This design comes from an exercise in tuning for small area, a short achievable clock period and few clock cycles per item on the open sky130 flow, not from production work. RTL that was checked went through simulation tests only; none was proved equivalent to the original. No functional check of the RTL was part of runs 2 and 3.

## flow/design.v (module list and top-level ports; edited modules follow where they fit)
// module cva_cost_wta: 6895 lines
// module cva_fa: 10 lines
module cva_cost_wta (
    input  wire         clk,
    input  wire         rst,         
    input  wire         in_valid,
    output wire         in_ready,
    input  wire         in_last,
    input  wire [15:0]  in_d,
    input  wire [2:0]   in_c,        
    input  wire [16:0]  in_wq,       
    input  wire [287:0] in_lwin,
    input  wire [287:0] in_rwin,
    output reg          out_valid,
    output reg          out_last,
    output reg  [31:0]  out_cost,
    output wire [15:0]  out_disp
);
  // ...
==> flow/flow/run.sh <==
#!/bin/bash
# Layout flow: the standard flow (standard.sh, all steps), with the
# input and output port buffers made of sky130_fd_sc_hd__buf_1 cells and
# the resizer's setup repair aiming for 14.6 ns of slack (a 5.4 ns path
# target; the clock and the constraints are the design's own).
# Each ORFS step writes its own log under orfs/logs/; the driver's own
# output goes to flow_run.log.
set -o pipefail
export BUFFER_PORTS_ARGS="-buffer_cell sky130_fd_sc_hd__buf_1"
export SETUP_SLACK_MARGIN=14.6
bash standard.sh > flow_run.log 2>&1
==> flow/standard.sh <==
#!/bin/bash
# synth_recipe.tcl (not shown) runs the flow's synth.tcl, then flattens the netlist and writes it again
# the make line also repeats each setting of config.mk as NAME=value (left out here)
make -C /OpenROAD-flow-scripts/flow DESIGN_CONFIG=/design/flow/config.mk WORK_HOME=/design/flow/orfs CLKGATE_MAP_FILE= SYNTH_SCRIPT=/design/flow/synth_recipe.tcl "${@:-finish}"
==> flow/config.mk <==
export PLATFORM = sky130hd
export DESIGN_NAME = cva_cost_wta
export DESIGN_NICKNAME = cva_cost_wta
export VERILOG_FILES = /design/flow/design.v
export SDC_FILE = /design/flow/constraint.sdc
export NUM_CORES = 4
export LEC_CHECK = 0
export CAP_MARGIN = 50
export CORE_MARGIN = 2
export CORE_UTILIZATION = 65
export CTS_BUF_LIST = sky130_fd_sc_hd__clkbuf_8
export CTS_CLUSTER_SIZE = 20
export PLACE_DENSITY = 0.8
export SLEW_MARGIN = 60
export SYNTH_HIERARCHICAL = 1
==> flow/constraint.sdc <==
create_clock -name core_clock -period 20.0 [get_ports {clk}]
set_input_delay 4.0000 -clock core_clock [delete_from_list [all_inputs] [get_ports {clk}]]
set_output_delay 4.0000 -clock core_clock [all_outputs]
set_load 0.01 [all_outputs]
==> impl_results.html, run 1 <==
<table>
<tr><th>Metric</th><th>Value</th></tr>
<tr><th colspan="2">Outcome</th></tr>
<tr><td>Run status</td><td>complete, no violations</td></tr>
<tr><th colspan="2">Global routing</th></tr>
<tr><td>Gr ovfl total</td><td>0</td></tr>
<tr><td>Total Routing Usage GR</td><td>35.0%</td></tr>
<tr><td>Met3 usage</td><td>under 10%</td></tr>
<tr><td>Number of antenna violations at the first check in global routing</td><td>6</td></tr>
<tr><th colspan="2">STA</th></tr>
<tr><td>Hold Slack</td><td>between 300 and 400 ps</td></tr>
<tr><td>Actual transition at the worst max-transition pin</td><td>approximately 610 ps</td></tr>
<tr><td>Fin crit period</td><td>5420 ps</td></tr>
<tr><td>Tightest slew margin relative to the limit</td><td>59.1%</td></tr>
<tr><th colspan="2">Finish</th></tr>
<tr><td>Share of post-route cells with drive strength above 1</td><td>under 10%</td></tr>
<tr><td>Fraction of standard cell area that is sequential</td><td>approximately a fifth</td></tr>
<tr><td>Multi-input gates</td><td>5880</td></tr>
<tr><td>Filler Cells Inserted</td><td>9039</td></tr>
<tr><td>Area Overhead vs Synth</td><td>9.62%</td></tr>
<tr><td>Most common library cell in the layout ignoring fill and taps</td><td>sky130_fd_sc_hd__fa_1</td></tr>
<tr><th colspan="2">Synth</th></tr>
<tr><td>Xor-xnor portion of the synthesized cell area</td><td>12.6%</td></tr>
<tr><td>Synth Area in Simple Gates</td><td>9.59%</td></tr>
<tr><td>Number of flip-flops and latches in the synthesized netlist</td><td>a little over 800</td></tr>
<tr><td>Number of cells produced by synthesis</td><td>7490</td></tr>
<tr><td>Cell taking the most area after synthesis</td><td>sky130_fd_sc_hd__fa_1</td></tr>
<tr><td>Total number of yosys warnings</td><td>7</td></tr>
<tr><td>Area contributors post-synth</td><td>sky130_fd_sc_hd__fa_1 27%, sky130_fd_sc_hd__dfxtp_1 19%, sky130_fd_sc_hd__ha_1 15%</td></tr>
<tr><td>Most frequent cells after synthesis</td><td>1095 x sky130_fd_sc_hd__fa_1, 943 x sky130_fd_sc_hd__ha_1, 766 x sky130_fd_sc_hd__dfxtp_1</td></tr>
<tr><th colspan="2">Setup path</th></tr>
<tr><td>Depth of the critical timing path with buffers and inverters included</td><td>1</td></tr>
<tr><td>Reg2Reg Launch Point</td><td>s491_q2</td></tr>
<tr><td>CP max stage delay</td><td>370 ps</td></tr>
<tr><td>Critical Path RT</td><td>16000 ps</td></tr>
<tr><th colspan="2">Place</th></tr>
<tr><td>Number of instances in the placed design</td><td>roughly 9700</td></tr>
<tr><th colspan="2">Routing</th></tr>
<tr><td>Drt pass-1 iters</td><td>6</td></tr>
<tr><td>WL met2</td><td>105 mm</td></tr>
<tr><td>Total via count after detailed routing</td><td>56700</td></tr>
<tr><td>Final ANT Viol Nets</td><td>0</td></tr>
<tr><td>DR iter-0 viols</td><td>3987</td></tr>
<tr><th colspan="2">Clock tree</th></tr>
<tr><td>Post-cts hold buffer count</td><td>0</td></tr>
<tr><td>Number of buffers added by the clock tree synthesis step</td><td>137</td></tr>
<tr><td>Clock tree from TritonCTS</td><td>yes</td></tr>
<tr><th colspan="2">Floorplanning</th></tr>
<tr><td>Tapcells inserted</td><td>~1600</td></tr>
<tr><th colspan="2">Hold path</th></tr>
<tr><td>Type of the tightest min-delay check</td><td>reg -&gt; reg</td></tr>
<tr><td>WHS Path Cells</td><td>0</td></tr>
</table>
Testbench counts, summed over its fixed seeds: cycles 86,022, items 85,982.
==> run 2, diff against run 1 <==
--- a/flow/design.v
+++ b/flow/design.v
@@ -7,17 +7,17 @@
     input  wire [15:0]  in_d,
     input  wire [2:0]   in_c,        
     input  wire [16:0]  in_wq,       
     input  wire [287:0] in_lwin,
     input  wire [287:0] in_rwin,
     output reg          out_valid,
     output reg          out_last,
     output reg  [31:0]  out_cost,
-    output wire [15:0]  out_disp
+    output reg  [15:0]  out_disp
 );
     assign in_ready = 1'b1;
     reg [8:0] dr_0_0;
     reg [8:0] dr_0_1;
     reg [8:0] dr_0_2;
     reg [8:0] dr_0_3;
     reg [8:0] dr_1_0;
     reg [8:0] dr_1_1;
@@ -6866,28 +6866,126 @@
         c3558_q4 <= c3558;
         c3560_q4 <= c3560;
         c3562_q4 <= c3562;
         c3564_q4 <= c3564;
         c3566_q4 <= c3566;
         c3568_q4 <= c3568;
         c3570_q4 <= c3570;
     end
+    wire cmp_s0;
+    wire cmp_c0;
+    wire cmp_s1;
+    wire cmp_c1;
+    wire cmp_s2;
+    wire cmp_c2;
+    wire cmp_s3;
+    wire cmp_c3;
+    wire cmp_s4;
+    wire cmp_c4;
+    wire cmp_s5;
+    wire cmp_c5;
+    wire cmp_s6;
+    wire cmp_c6;
+    wire cmp_s7;
+    wire cmp_c7;
+    wire cmp_s8;
+    wire cmp_c8;
+    wire cmp_s9;
+    wire cmp_c9;
+    wire cmp_s10;
+    wire cmp_c10;
+    wire cmp_s11;
+    wire cmp_c11;
+    wire cmp_s12;
+    wire cmp_c12;
+    wire cmp_s13;
+    wire cmp_c13;
+    wire cmp_s14;
+    wire cmp_c14;
+    wire cmp_s15;
+    wire cmp_c15;
+    wire cmp_s16;
+    wire cmp_c16;
+    wire cmp_s17;
+    wire cmp_c17;
+    wire cmp_s18;
+    wire cmp_c18;
+    wire cmp_s19;
+    wire cmp_c19;
+    wire cmp_s20;
+    wire cmp_c20;
+    wire cmp_s21;
+    wire cmp_c21;
+    wire cmp_s22;
+    wire cmp_c22;
+    wire cmp_s23;
+    wire cmp_c23;
+    wire cmp_s24;
+    wire cmp_c24;
+    wire cmp_s25;
+    wire cmp_c25;
+    wire cmp_s26;
+    wire cmp_c26;
+    wire cmp_s27;
+    wire cmp_c27;
+    wire cmp_s28;
+    wire cmp_c28;
+    wire cmp_s29;
+    wire cmp_c29;
+    wire cmp_s30;
+    wire cmp_c30;
+    wire cmp_s31;
+    wire cmp_c31;
+    cva_fa ucmp0 (.a(p2799_q4), .b(1'b0), .c(~best_cost[0]), .s(cmp_s0), .co(cmp_c0));
+    cva_fa ucmp1 (.a(p2800_q4), .b(p2816_q4), .c(~best_cost[1]), .s(cmp_s1), .co(cmp_c1));
+    cva_fa ucmp2 (.a(p2833_q4), .b(h3513_q4), .c(~best_cost[2]), .s(cmp_s2), .co(cmp_c2));
+    cva_fa ucmp3 (.a(s3515_q4), .b(h3514_q4), .c(~best_cost[3]), .s(cmp_s3), .co(cmp_c3));
+    cva_fa ucmp4 (.a(s3517_q4), .b(c3516_q4), .c(~best_cost[4]), .s(cmp_s4), .co(cmp_c4));
+    cva_fa ucmp5 (.a(s3519_q4), .b(c3518_q4), .c(~best_cost[5]), .s(cmp_s5), .co(cmp_c5));
+    cva_fa ucmp6 (.a(s3521_q4), .b(c3520_q4), .c(~best_cost[6]), .s(cmp_s6), .co(cmp_c6));
+    cva_fa ucmp7 (.a(s3523_q4), .b(c3522_q4), .c(~best_cost[7]), .s(cmp_s7), .co(cmp_c7));
+    cva_fa ucmp8 (.a(s3525_q4), .b(c3524_q4), .c(~best_cost[8]), .s(cmp_s8), .co(cmp_c8));
+    cva_fa ucmp9 (.a(s3527_q4), .b(c3526_q4), .c(~best_cost[9]), .s(cmp_s9), .co(cmp_c9));
+    cva_fa ucmp10 (.a(s3529_q4), .b(c3528_q4), .c(~best_cost[10]), .s(cmp_s10), .co(cmp_c10));
+    cva_fa ucmp11 (.a(s3531_q4), .b(c3530_q4), .c(~best_cost[11]), .s(cmp_s11), .co(cmp_c11));
+    cva_fa ucmp12 (.a(s3533_q4), .b(c3532_q4), .c(~best_cost[12]), .s(cmp_s12), .co(cmp_c12));
+    cva_fa ucmp13 (.a(s3535_q4), .b(c3534_q4), .c(~best_cost[13]), .s(cmp_s13), .co(cmp_c13));
+    cva_fa ucmp14 (.a(s3537_q4), .b(c3536_q4), .c(~best_cost[14]), .s(cmp_s14), .co(cmp_c14));
+    cva_fa ucmp15 (.a(s3539_q4), .b(c3538_q4), .c(~best_cost[15]), .s(cmp_s15), .co(cmp_c15));
+    cva_fa ucmp16 (.a(s3541_q4), .b(c3540_q4), .c(~best_cost[16]), .s(cmp_s16), .co(cmp_c16));
+    cva_fa ucmp17 (.a(s3543_q4), .b(c3542_q4), .c(~best_cost[17]), .s(cmp_s17), .co(cmp_c17));
+    cva_fa ucmp18 (.a(s3545_q4), .b(c3544_q4), .c(~best_cost[18]), .s(cmp_s18), .co(cmp_c18));
+    cva_fa ucmp19 (.a(s3547_q4), .b(c3546_q4), .c(~best_cost[19]), .s(cmp_s19), .co(cmp_c19));
+    cva_fa ucmp20 (.a(s3549_q4), .b(c3548_q4), .c(~best_cost[20]), .s(cmp_s20), .co(cmp_c20));
+    cva_fa ucmp21 (.a(s3551_q4), .b(c3550_q4), .c(~best_cost[21]), .s(cmp_s21), .co(cmp_c21));
+    cva_fa ucmp22 (.a(s3553_q4), .b(c3552_q4), .c(~best_cost[22]), .s(cmp_s22), .co(cmp_c22));
+    cva_fa ucmp23 (.a(s3555_q4), .b(c3554_q4), .c(~best_cost[23]), .s(cmp_s23), .co(cmp_c23));
+    cva_fa ucmp24 (.a(s3557_q4), .b(c3556_q4), .c(~best_cost[24]), .s(cmp_s24), .co(cmp_c24));
+    cva_fa ucmp25 (.a(s3559_q4), .b(c3558_q4), .c(~best_cost[25]), .s(cmp_s25), .co(cmp_c25));
+    cva_fa ucmp26 (.a(s3561_q4), .b(c3560_q4), .c(~best_cost[26]), .s(cmp_s26), .co(cmp_c26));
+    cva_fa ucmp27 (.a(s3563_q4), .b(c3562_q4), .c(~best_cost[27]), .s(cmp_s27), .co(cmp_c27));
+    cva_fa ucmp28 (.a(s3565_q4), .b(c3564_q4), .c(~best_cost[28]), .s(cmp_s28), .co(cmp_c28));
+    cva_fa ucmp29 (.a(s3567_q4), .b(c3566_q4), .c(~best_cost[29]), .s(cmp_s29), .co(cmp_c29));
+    cva_fa ucmp30 (.a(s3569_q4), .b(c3568_q4), .c(~best_cost[30]), .s(cmp_s30), .co(cmp_c30));
+    cva_fa ucmp31 (.a(h3571_q4), .b(c3570_q4), .c(~best_cost[31]), .s(cmp_s31), .co(cmp_c31));
     wire [31:0] cost  = {h3571_q4, s3569_q4, s3567_q4, s3565_q4, s3563_q4, s3561_q4, s3559_q4, s3557_q4, s3555_q4, s3553_q4, s3551_q4, s3549_q4, s3547_q4, s3545_q4, s3543_q4, s3541_q4, s3539_q4, s3537_q4, s3535_q4, s3533_q4, s3531_q4, s3529_q4, s3527_q4, s3525_q4, s3523_q4, s3521_q4, s3519_q4, s3517_q4, s3515_q4, p2833_q4, p2800_q4, p2799_q4} + {c3570_q4, c3568_q4, c3566_q4, c3564_q4, c3562_q4, c3560_q4, c3558_q4, c3556_q4, c3554_q4, c3552_q4, c3550_q4, c3548_q4, c3546_q4, c3544_q4, c3542_q4, c3540_q4, c3538_q4, c3536_q4, c3534_q4, c3532_q4, c3530_q4, c3528_q4, c3526_q4, c3524_q4, c3522_q4, c3520_q4, c3518_q4, c3516_q4, h3514_q4, h3513_q4, p2816_q4, 1'b0};
+    wire [31:0] diff  = {cmp_s31, cmp_s30, cmp_s29, cmp_s28, cmp_s27, cmp_s26, cmp_s25, cmp_s24, cmp_s23, cmp_s22, cmp_s21, cmp_s20, cmp_s19, cmp_s18, cmp_s17, cmp_s16, cmp_s15, cmp_s14, cmp_s13, cmp_s12, cmp_s11, cmp_s10, cmp_s9, cmp_s8, cmp_s7, cmp_s6, cmp_s5, cmp_s4, cmp_s3, cmp_s2, cmp_s1, cmp_s0} + {cmp_c30, cmp_c29, cmp_c28, cmp_c27, cmp_c26, cmp_c25, cmp_c24, cmp_c23, cmp_c22, cmp_c21, cmp_c20, cmp_c19, cmp_c18, cmp_c17, cmp_c16, cmp_c15, cmp_c14, cmp_c13, cmp_c12, cmp_c11, cmp_c10, cmp_c9, cmp_c8, cmp_c7, cmp_c6, cmp_c5, cmp_c4, cmp_c3, cmp_c2, cmp_c1, cmp_c0, 1'b1};    
     wire        vE    = vP[4];
     wire        lastE = lastP[4];
     wire [15:0] dE    = dP4;
     reg         in_pixel;     
-    reg [15:0]  best_d;       
-    wire        take  = !in_pixel || (cost < best_cost);
-    assign out_disp = best_d;
+    reg [15:0]  best_d;
+    wire        take  = !in_pixel || diff[31];
+    wire [15:0] new_d = take ? dE : best_d;
     always @(posedge clk) begin
         out_valid <= rst ? 1'b0 : vE;
         out_last  <= lastE;
         out_cost  <= cost;
+        out_disp  <= new_d;
         if (rst)
             in_pixel <= 1'b0;
         else if (vE)
             in_pixel <= !lastE;
         if (vE && take) begin
             best_cost <= cost;
             best_d    <= dE;
         end
==> flow/flow/run.sh (replaced) <==
#!/bin/bash
# Layout flow: the standard flow (standard.sh, all steps), with the
# input and output port buffers made of sky130_fd_sc_hd__buf_2 cells.
# Each ORFS step writes its own log under orfs/logs/; the driver's own
# output goes to flow_run.log.
set -o pipefail
export BUFFER_PORTS_ARGS="-buffer_cell sky130_fd_sc_hd__buf_2"
bash standard.sh > flow_run.log 2>&1
==> flow/config.mk (replaced) <==
export PLATFORM = sky130hd
export DESIGN_NAME = cva_cost_wta
export DESIGN_NICKNAME = cva_cost_wta
export VERILOG_FILES = /design/flow/design.v
export SDC_FILE = /design/flow/constraint.sdc
export NUM_CORES = 4
export LEC_CHECK = 0
export CAP_MARGIN = 20
export CORE_MARGIN = 2
export CORE_UTILIZATION = 60
export PLACE_DENSITY = 0.7
export SLEW_MARGIN = 20
export SYNTH_HIERARCHICAL = 1
==> impl_results.html, run 2 <==
<table>
<tr><th>Metric</th><th>Value</th></tr>
<tr><th colspan="2">Outcome</th></tr>
<tr><td>Run status</td><td>complete, no violations</td></tr>
<tr><th colspan="2">Finish</th></tr>
<tr><td>Commonest cells after routing, fill and taps aside</td><td>1127 x sky130_fd_sc_hd__fa_1, 942 x sky130_fd_sc_hd__ha_1, 782 x sky130_fd_sc_hd__dfxtp_1</td></tr>
<tr><td>Final instance area</td><td>~91000 um^2</td></tr>
<tr><td>Leading registers by flop count</td><td>best_cost x32, out_cost x32, wqA x17</td></tr>
<tr><td>Footprint of the multi-input gates</td><td>62200 um^2</td></tr>
<tr><td>Final design utilization</td><td>66.8%</td></tr>
<tr><td>Filler Cells Inserted</td><td>10800 (+20%)</td></tr>
<tr><td>Most common library cell in the layout ignoring fill and taps</td><td>sky130_fd_sc_hd__fa_1</td></tr>
<tr><td>Share of post-route cells with drive strength above 1</td><td>10.9% (+4.3 points)</td></tr>
<tr><td>Area taken by flip-flops and latches</td><td>between 15000 and 20000 um^2</td></tr>
<tr><td>Nets</td><td>about 11000</td></tr>
<tr><td>Area Overhead vs Synth</td><td>10.3%</td></tr>
<tr><td>Number of standard cells in the final layout excluding fillers</td><td>10400</td></tr>
<tr><th colspan="2">Global routing</th></tr>
<tr><td>Vias in the first global route</td><td>61500</td></tr>
<tr><td>Gr ovfl total</td><td>0 (unchanged)</td></tr>
<tr><td>Number of antenna violations at the first check in global routing</td><td>10 (+4)</td></tr>
<tr><td>Wire length of the first global-routing pass</td><td>356 mm</td></tr>
<tr><td>Total Routing Usage GR</td><td>33.4% (-1.7 points)</td></tr>
<tr><td>Largest net degree at the start of global routing</td><td>28</td></tr>
<tr><th colspan="2">Setup path</th></tr>
<tr><td>Worst path buffer plus inverter count</td><td>0</td></tr>
<tr><td>CP max stage delay</td><td>790 ps (+420 ps)</td></tr>
<tr><td>CP top delay family</td><td>adder cells</td></tr>
<tr><td>Critical path, cell by cell</td><td>ha_1 -&gt; a21o_1 -&gt; a211oi_1 -&gt; o21ai_0 -&gt; and2_1 -&gt; nand2_1 -&gt; a31oi_2 -&gt; xnor2_1 -&gt; fa_1 -&gt; fa_1 -&gt; fa_1 -&gt; fa_1</td></tr>
<tr><td>Worst Path Arrival</td><td>slightly above 6000 ps</td></tr>
<tr><td>Critical Path Sink Type</td><td>flip-flop</td></tr>
<tr><td>Reg2Reg Launch Point</td><td>dr_4_2[1]</td></tr>
<tr><td>Worst Reg-to-Reg Cells</td><td>12</td></tr>
<tr><td>Maximum fanout along the worst path</td><td>9</td></tr>
<tr><td>Crit path launch type</td><td>flip-flop</td></tr>
<tr><td>Cell repeated most along the worst path</td><td>sky130_fd_sc_hd__fa_1</td></tr>
<tr><td>Worst reg2reg path endpoint</td><td>s1647_q2</td></tr>
<tr><td>Critical Path RT</td><td>20570 ps (+4570 ps)</td></tr>
<tr><td>Critical path's slowest cell</td><td>sky130_fd_sc_hd__dfxtp_1</td></tr>
<tr><td>Path type of the worst setup path</td><td>reg -&gt; reg</td></tr>
<tr><td>Worst setup slack for register-to-register paths</td><td>14390 ps</td></tr>
<tr><td>Depth of the critical timing path with buffers and inverters included</td><td>12 (+11)</td></tr>
<tr><th colspan="2">Synth</th></tr>
<tr><td>Asr flop ratio synth</td><td>0%</td></tr>
<tr><td>Number of flip-flops and latches in the synthesized netlist</td><td>830 (+2.0%)</td></tr>
<tr><td>Synth Area in Simple Gates</td><td>10.3% (+0.71 points)</td></tr>
<tr><td>Post-synthesis sequential area ratio</td><td>20.8%</td></tr>
<tr><td>Area contributors post-synth</td><td>sky130_fd_sc_hd__fa_1 27%, sky130_fd_sc_hd__dfxtp_1 19%, sky130_fd_sc_hd__ha_1 14%</td></tr>
<tr><td>Most used standard cell by instance count after synthesis</td><td>sky130_fd_sc_hd__fa_1</td></tr>
<tr><td>Average size of a mapped cell</td><td>around 10 um^2</td></tr>
<tr><td>Top FF cell, synth</td><td>sky130_fd_sc_hd__dfxtp_1</td></tr>
<tr><td>Largest family of logic cells by synthesized area</td><td>adder cells</td></tr>
<tr><td>Number of enable-type register cells in the synthesized netlist</td><td>48</td></tr>
<tr><td>Cell taking the most area after synthesis</td><td>sky130_fd_sc_hd__fa_1</td></tr>
<tr><td>Synth cell types</td><td>64</td></tr>
<tr><td>Area of the mapped netlist</td><td>between 80000 and 90000 um^2</td></tr>
<tr><td>Yosys top cell area share</td><td>a little over a quarter</td></tr>
<tr><td>Share of cell area taken by muxes after synthesis</td><td>less than 1%</td></tr>
<tr><td>Number of nets in the synthesized netlist</td><td>10500</td></tr>
<tr><td>Xor-xnor portion of the synthesized cell area</td><td>12.0% (-0.60 points)</td></tr>
<tr><td>Most frequent cells after synthesis</td><td>1127 x sky130_fd_sc_hd__fa_1, 942 x sky130_fd_sc_hd__ha_1, 782 x sky130_fd_sc_hd__dfxtp_1</td></tr>
<tr><td>Total number of yosys warnings</td><td>7 (unchanged)</td></tr>
<tr><td>Adder-cell area share of the yosys netlist</td><td>41.8%</td></tr>
<tr><td>Number of cells produced by synthesis</td><td>7838 (+4.6%)</td></tr>
<tr><td>Compound-gate portion of the synthesized area</td><td>11.2%</td></tr>
<tr><th colspan="2">Hold path</th></tr>
<tr><td>End of the worst hold path</td><td>wqA_7_q2</td></tr>
<tr><td>Type of the tightest min-delay check</td><td>reg -&gt; reg</td></tr>
<tr><td>WHS Path Cells</td><td>0 (unchanged)</td></tr>
<tr><td>Launch instance of the worst min-delay path</td><td>wqA[7]</td></tr>
<tr><th colspan="2">Place</th></tr>
<tr><td>Post-Place Cell Area</td><td>between 80000 and 90000 um^2</td></tr>
<tr><td>Number of instances in the placed design</td><td>10200 (+5.3%)</td></tr>
<tr><td>Count of input and output buffers</td><td>665</td></tr>
<tr><td>Weighted congestion reported at the end of routability-driven placement</td><td>~0.99</td></tr>
<tr><td>HPWL after detailed placement</td><td>198 mm</td></tr>
<tr><th colspan="2">Clock tree</th></tr>
<tr><td>Root Driver</td><td>sky130_fd_sc_hd__clkbuf_16</td></tr>
<tr><td>Buffers inserted during post-CTS setup optimization</td><td>0</td></tr>
<tr><td>Clock tree from TritonCTS</td><td>yes</td></tr>
<tr><td>Number of buffers on the longest clock path</td><td>3</td></tr>
<tr><td>Post-cts resize count</td><td>0</td></tr>
<tr><td>Clock network latency to the later pin of the worst-skew pair</td><td>740 ps</td></tr>
<tr><td>Clk sink count</td><td>830</td></tr>
<tr><td>Number of H-tree levels</td><td>3</td></tr>
<tr><td>Number of buffers added by the clock tree synthesis step</td><td>92 (-33%)</td></tr>
<tr><td>Clock-pin slew on the worst setup and hold paths</td><td>approximately 60 ps</td></tr>
<tr><td>Post-cts hold buffer count</td><td>0 (unchanged)</td></tr>
<tr><th colspan="2">Floorplanning</th></tr>
<tr><td>Die area</td><td>approximately 140000 um^2</td></tr>
<tr><td>Die Y-Extent</td><td>374 um</td></tr>
<tr><td>Starting utilization of the core area</td><td>60.6%</td></tr>
<tr><td>Io pins</td><td>667</td></tr>
<tr><td>Number of placement rows</td><td>135</td></tr>
<tr><td>Floorplan Core Area</td><td>136000 um^2</td></tr>
<tr><td>Die width</td><td>around 370 um</td></tr>
<tr><th colspan="2">STA</th></tr>
<tr><td>Final cycle utilization of the critical path</td><td>28.0%</td></tr>
<tr><td>Post-route setup TNS</td><td>0 ps</td></tr>
<tr><td>Tightest slew margin relative to the limit</td><td>26.9% (-32 points)</td></tr>
<tr><td>Layout Skew</td><td>38.7 ps</td></tr>
<tr><td>Actual transition at the worst max-transition pin</td><td>1100 ps (+489 ps)</td></tr>
<tr><td>Upper clock frequency limit</td><td>178 MHz</td></tr>
<tr><td>Fin crit period</td><td>5610 ps (+188 ps)</td></tr>
<tr><td>Final setup fails</td><td>0</td></tr>
<tr><td>Max Transition Viols Final</td><td>0</td></tr>
<tr><td>RSZ-0062 raised after global routing</td><td>no</td></tr>
<tr><td>Final count of hold timing violations</td><td>0</td></tr>
<tr><th colspan="2">Routing</th></tr>
<tr><td>Final ANT Viol Nets</td><td>0 (unchanged)</td></tr>
<tr><td>DR DRC count</td><td>0</td></tr>
<tr><td>DR iter-0 viols</td><td>4313 (+8.2%)</td></tr>
<tr><td>Total via count after detailed routing</td><td>59100 (+4.3%)</td></tr>
<tr><td>Average wire per standard cell</td><td>22.4 um</td></tr>
<tr><td>Routed Wire Length</td><td>232 mm</td></tr>
<tr><td>Post-DR vias/cell</td><td>5.70</td></tr>
<tr><td>Drt pass-1 iters</td><td>6 (unchanged)</td></tr>
<tr><th colspan="2">Run</th></tr>
<tr><td>Max-cap check violation count</td><td>0</td></tr>
</table>
==> run 2: kinds of logic (layout without fill, tap and decap cells) <==
family | Yosys count | after routing
muxes | 24 | 24
and+or+nand+nor | 1578 | 1578
AOI/OAI and AO/OA | 1436 | 1436
xor gates and xnor gates | 1126 | 1126
buffers and inverters | 773 | 1514
DFF | 830 | 830
adders and majority gates | 2069 | 2069
other | 2 | 4
==> run 2: layout make-up <==
type	count	area share (%)
repair buffers	671	3.72
inverters	670	2.77
well taps	1781	2.46
diodes	2	0.00552
flip-flops and latches	830	18.8
clock inverters	50	0.753
clock buffers	123	2.87
multi-input cells	6235	68.6
==> run 2: per-stage QoR <==
stage	worst slack, ps	hold slack [ps]
after floorplan	14520	310
after global placement	14210	310
after detailed placement	14160	312
after CTS	14400	318
after global routing	14350	328
final	14390	320
==> run 2: layer usage <==
layer  global-route usage [%]  wire, um
met4                     11.4      9410
met1                     44.0     96900
met5                        0        66
met2                     56.6    111000
met3                     4.49     14600
==> run 2: modules after synthesis (local to each module, per instance) <==
module	cell area [um^2]	cells inside	copies in the design	flops+latches
cva_cost_wta	61400	6797	1	830
cva_fa	20.0	1	1041	0
==> run 2: worst max path at each step <==
stage	slack, ps	startpoint	endpoint
after floorplan	14520	in_lwin[128]	dr_4_0[8]
after global placement	14210	in_lwin[64]	dr_2_0[8]
after detailed placement	14160	in_lwin[64]	dr_2_0[8]
after CTS	14400	dr_4_3[1]	s2213_q2
after global routing	14350	dr_4_2[1]	s1661_q2
final	14390	dr_4_2[1]	s1647_q2
==> run 3, diff against run 2 <==
--- a/flow/config.mk
+++ b/flow/config.mk
@@ -10,2 +10,4 @@
 export CORE_UTILIZATION = 60
+export CTS_BUF_LIST = sky130_fd_sc_hd__clkbuf_8
+export CTS_CLUSTER_SIZE = 30
 export PLACE_DENSITY = 0.7
==> impl_results.html, run 3 <==
<table>
<tr><th>Metric</th><th>Value</th></tr>
<tr><th colspan="2">STA</th></tr>
<tr><td>Upper clock frequency limit</td><td>178 MHz (about the same)</td></tr>
<tr><td>Post-route setup TNS</td><td>0 ps (unchanged)</td></tr>
<tr><td>Final setup fails</td><td>0 (unchanged)</td></tr>
<tr><td>RSZ-0062 raised after global routing</td><td>no</td></tr>
<tr><td>Tightest slew margin relative to the limit</td><td>26.2% (-0.70 points)</td></tr>
<tr><td>Final count of hold timing violations</td><td>0 (unchanged)</td></tr>
<tr><td>Hold Slack</td><td>275 ps (-45.1 ps)</td></tr>
<tr><td>Final cycle utilization of the critical path</td><td>28.0% (about the same)</td></tr>
<tr><td>Max Transition Viols Final</td><td>0 (unchanged)</td></tr>
<tr><td>Layout Skew</td><td>64.9 ps (+26.2 ps)</td></tr>
<tr><td>Actual transition at the worst max-transition pin</td><td>1110 ps (+10.5 ps)</td></tr>
<tr><td>Fin crit period</td><td>5610 ps (+0.700 ps)</td></tr>
<tr><td>Setup ws final</td><td>14390 ps (-0.700 ps)</td></tr>
<tr><th colspan="2">Synth</th></tr>
<tr><td>Synth cell types</td><td>64 (unchanged)</td></tr>
<tr><td>Asr flop ratio synth</td><td>0% (unchanged)</td></tr>
<tr><td>Number of enable-type register cells in the synthesized netlist</td><td>48 (unchanged)</td></tr>
<tr><td>Most frequent cells after synthesis</td><td>1127 x sky130_fd_sc_hd__fa_1, 942 x sky130_fd_sc_hd__ha_1, 782 x sky130_fd_sc_hd__dfxtp_1</td></tr>
<tr><td>Number of cells produced by synthesis</td><td>7838 (unchanged)</td></tr>
<tr><td>Yosys top cell area share</td><td>27.4% (unchanged)</td></tr>
<tr><td>Cell taking the most area after synthesis</td><td>sky130_fd_sc_hd__fa_1</td></tr>
<tr><td>Number of flip-flops and latches in the synthesized netlist</td><td>830 (unchanged)</td></tr>
<tr><td>Top FF cell, synth</td><td>sky130_fd_sc_hd__dfxtp_1</td></tr>
<tr><td>Area contributors post-synth</td><td>sky130_fd_sc_hd__fa_1 27%, sky130_fd_sc_hd__dfxtp_1 19%, sky130_fd_sc_hd__ha_1 14%</td></tr>
<tr><td>Total number of yosys warnings</td><td>7 (unchanged)</td></tr>
<tr><td>Average size of a mapped cell</td><td>10.5 um^2 (unchanged)</td></tr>
<tr><td>Post-synthesis sequential area ratio</td><td>20.8% (unchanged)</td></tr>
<tr><td>Most used standard cell by instance count after synthesis</td><td>sky130_fd_sc_hd__fa_1</td></tr>
<tr><td>Number of nets in the synthesized netlist</td><td>10500 (unchanged)</td></tr>
<tr><td>Area of the mapped netlist</td><td>82300 um^2 (unchanged)</td></tr>
<tr><th colspan="2">Setup path</th></tr>
<tr><td>Critical path, cell by cell</td><td>ha_1 -&gt; a21o_1 -&gt; a211oi_1 -&gt; o21ai_0 -&gt; and2_1 -&gt; nand2_1 -&gt; a31oi_2 -&gt; xnor2_1 -&gt; fa_1 -&gt; fa_1 -&gt; fa_1 -&gt; fa_1</td></tr>
<tr><td>Critical Path RT</td><td>20720 ps (+150 ps)</td></tr>
<tr><td>Worst Path Arrival</td><td>6330 ps (+150 ps)</td></tr>
<tr><td>Cell repeated most along the worst path</td><td>sky130_fd_sc_hd__fa_1</td></tr>
<tr><td>Maximum fanout along the worst path</td><td>9 (unchanged)</td></tr>
<tr><td>Critical path's slowest cell</td><td>sky130_fd_sc_hd__dfxtp_1</td></tr>
<tr><td>Path type of the worst setup path</td><td>reg -&gt; reg</td></tr>
<tr><td>Critical Path Sink Type</td><td>flip-flop</td></tr>
<tr><td>Crit path launch type</td><td>flip-flop</td></tr>
<tr><td>CP max stage delay</td><td>790 ps (about the same)</td></tr>
<tr><th colspan="2">Finish</th></tr>
<tr><td>Area taken by flip-flops and latches</td><td>17100 um^2 (unchanged)</td></tr>
<tr><td>Area Overhead vs Synth</td><td>9.88%</td></tr>
<tr><td>Filler Cells Inserted</td><td>10900 (+0.92%)</td></tr>
<tr><td>Share of post-route cells with drive strength above 1</td><td>11.4% (+0.44 points)</td></tr>
<tr><td>Leading registers by flop count</td><td>best_cost x32, out_cost x32, wqA x17</td></tr>
<tr><td>Footprint of the multi-input gates</td><td>62200 um^2 (unchanged)</td></tr>
<tr><td>Most common library cell in the layout ignoring fill and taps</td><td>sky130_fd_sc_hd__fa_1</td></tr>
<tr><td>Final design utilization</td><td>66.6% (-0.27 points)</td></tr>
<tr><td>Commonest cells after routing, fill and taps aside</td><td>1127 x sky130_fd_sc_hd__fa_1, 942 x sky130_fd_sc_hd__ha_1, 782 x sky130_fd_sc_hd__dfxtp_1</td></tr>
<tr><td>Nets</td><td>11200 (+0.43%)</td></tr>
<tr><th colspan="2">Place</th></tr>
<tr><td>Count of input and output buffers</td><td>665 (unchanged)</td></tr>
<tr><td>HPWL after detailed placement</td><td>198 mm (unchanged)</td></tr>
<tr><td>Weighted congestion reported at the end of routability-driven placement</td><td>0.990 (unchanged)</td></tr>
<tr><td>Placement Setup Slack</td><td>14160 ps (unchanged)</td></tr>
<tr><th colspan="2">Clock tree</th></tr>
<tr><td>Clk sink count</td><td>830 (unchanged)</td></tr>
<tr><td>Clock tree from TritonCTS</td><td>yes</td></tr>
<tr><td>Clock-pin slew on the worst setup and hold paths</td><td>70 ps (about the same)</td></tr>
<tr><td>Number of buffers added by the clock tree synthesis step</td><td>140 (+52%)</td></tr>
<tr><td>Post-cts hold buffer count</td><td>0 (unchanged)</td></tr>
<tr><td>Buffers inserted during post-CTS setup optimization</td><td>0 (unchanged)</td></tr>
<tr><td>Post-cts resize count</td><td>0 (unchanged)</td></tr>
<tr><td>Number of buffers on the longest clock path</td><td>3 (unchanged)</td></tr>
<tr><td>Root Driver</td><td>sky130_fd_sc_hd__clkbuf_8</td></tr>
<tr><td>Number of H-tree levels</td><td>4 (+1)</td></tr>
<tr><td>Clock network latency to the later pin of the worst-skew pair</td><td>910 ps (+170 ps)</td></tr>
<tr><th colspan="2">Routing</th></tr>
<tr><td>Final ANT Viol Nets</td><td>0 (unchanged)</td></tr>
<tr><td>Drt pass-1 iters</td><td>6 (unchanged)</td></tr>
<tr><td>DR iter-0 viols</td><td>4266 (-1.1%)</td></tr>
<tr><td>Total via count after detailed routing</td><td>59400 (+0.46%)</td></tr>
<tr><td>Average wire per standard cell</td><td>22.2 um (-0.98%)</td></tr>
<tr><td>DR DRC count</td><td>0 (unchanged)</td></tr>
<tr><td>Routed Wire Length</td><td>232 mm (-0.23%)</td></tr>
<tr><td>Post-DR vias/cell</td><td>5.69 (-0.29%)</td></tr>
<tr><th colspan="2">Floorplanning</th></tr>
<tr><td>Starting utilization of the core area</td><td>60.6% (unchanged)</td></tr>
<tr><td>Io pins</td><td>667 (unchanged)</td></tr>
<tr><td>Number of placement rows</td><td>135 (unchanged)</td></tr>
<tr><td>Die area</td><td>140000 um^2 (unchanged)</td></tr>
<tr><td>Floorplan Core Area</td><td>136000 um^2 (unchanged)</td></tr>
<tr><td>Die Y-Extent</td><td>374 um (unchanged)</td></tr>
<tr><td>Die width</td><td>374 um (unchanged)</td></tr>
<tr><th colspan="2">Global routing</th></tr>
<tr><td>Largest net degree at the start of global routing</td><td>28 (unchanged)</td></tr>
<tr><td>Wire length of the first global-routing pass</td><td>355 mm (-0.16%)</td></tr>
<tr><td>Total Routing Usage GR</td><td>33.4% (about the same)</td></tr>
<tr><td>Number of antenna violations at the first check in global routing</td><td>10 (unchanged)</td></tr>
<tr><td>Vias in the first global route</td><td>61800 (+0.52%)</td></tr>
<tr><td>Gr ovfl total</td><td>0 (unchanged)</td></tr>
<tr><th colspan="2">Outcome</th></tr>
<tr><td>Run status</td><td>complete, no violations</td></tr>
<tr><th colspan="2">Hold path</th></tr>
<tr><td>Type of the tightest min-delay check</td><td>reg -&gt; reg</td></tr>
<tr><th colspan="2">Run</th></tr>
<tr><td>Max-cap check violation count</td><td>0 (unchanged)</td></tr>
</table>
[run 3: final timing paths]
| check | startpoint | endpoint | slack (ps) | depth (start not counted) |
|---|---|---|---|---|
| max | dr_4_2[1] | s1647_q2 | 14390 | 12 |
| min | dP2[0] | dP3[0] | 280 | 0 |
| max reg2reg | dr_4_2[1] | s1647_q2 | 14390 | 12 |
| min reg2reg | dP2[0] | dP3[0] | 280 | 0 |
[run 3: Yosys stat by module, one instance, submodules excluded]
module	cells inside	cell area [um^2]	flip-flops and latches
cva_cost_wta	6797	61400	830
cva_fa	1	20.0	0
[run 3: cell families (layout without fill, tap and decap cells)]
group,Yosys count,count (layout),share of synthesized area [%]
AO/OA/AOI/OAI,1436,1436,11.2
adder cells (fa/ha/maj),2069,2069,41.8
XOR/XNOR,1126,1126,12.0
other,2,6,0.00913
buffers and inverters,773,1590,3.55
flip-flops,830,830,20.8
multiplexers,24,24,0.362
AND/OR/NAND/NOR,1578,1578,10.3
[run 3: metal layers]
layer / GRT usage, % / part of all wire [%]
met1: 44.0 / 42
met2: 56.1 / 48
met3: 4.68 / 6.4
met4: 12.2 / 3.9
met5: 0 / 0.029
[run 3: area by class of cell]
| cell class | instances | area share [%] |
|---|---|---|
| antenna | 4 | 0.0111 |
| clock buffer | 168 | 2.56 |
| clock inverter | 81 | 0.673 |
| inverter | 670 | 2.78 |
| multi-input combinational | 6235 | 68.9 |
| sequential | 830 | 18.9 |
| tap | 1781 | 2.47 |
| timing repair buffer | 671 | 3.73 |
[run 3: critical path: cells and delay by family (launching register included)]
| family | cells | cell delay (ps) |
|---|---|---|
| adder cells (fa/ha/maj) | 5 | 2350 |
| AO/OA/AOI/OAI | 4 | 1470 |
| flip-flops | 1 | 790 |
| XOR/XNOR | 1 | 450 |
| AND/OR/NAND/NOR | 2 | 360 |
[run 3: stage by stage]
step | area [um^2] | cells
after global placement | 87400 | 10200
after CTS | 90400 | 10400
final | 90400 | 10400
after global routing | 90400 | 10400
after detailed placement | 87400 | 10200
after floorplan | 82300 | 7838

## afterwards: timing with drivers on the ports
Ports are ideal in the flow. The routed layouts listed here were re-timed in OpenROAD. Step 1 assumes that a clkbuf_16 drives the clock port and a buf_2 every other input. Step 2, shift: input delay + t, output delay - t, t = (earliest + latest rising clock arrival at the registers) / 2. This alone moves slack from input paths to output paths. Slacks: ideal ports / drivers / drivers and shift; pairs: ideal ports / drivers.
run | t (ns) | setup slack, ns | hold WS [ns] | latest minus earliest clock arrival (ns) | worst data-port slew with drivers (ns)
run 1 | 0.966 | 14.583 / 14.505 / 14.129 | 0.302 / 0.302 / 0.302 | 0.059 / 0.059 | 0.11
run 2 | 0.806 | 14.395 / 14.395 / 14.112 | 0.320 / 0.320 / 0.320 | 0.039 / 0.039 | 0.12
run 3 | 0.966 | 14.394 / 14.394 / 14.126 | 0.275 / 0.275 / 0.275 | 0.073 / 0.073 | 0.12
After both steps every run listed still meets setup and hold. The setup slack of run 1, which loses most, moves by -0.078 ns with the drivers and by -0.454 ns with both steps.
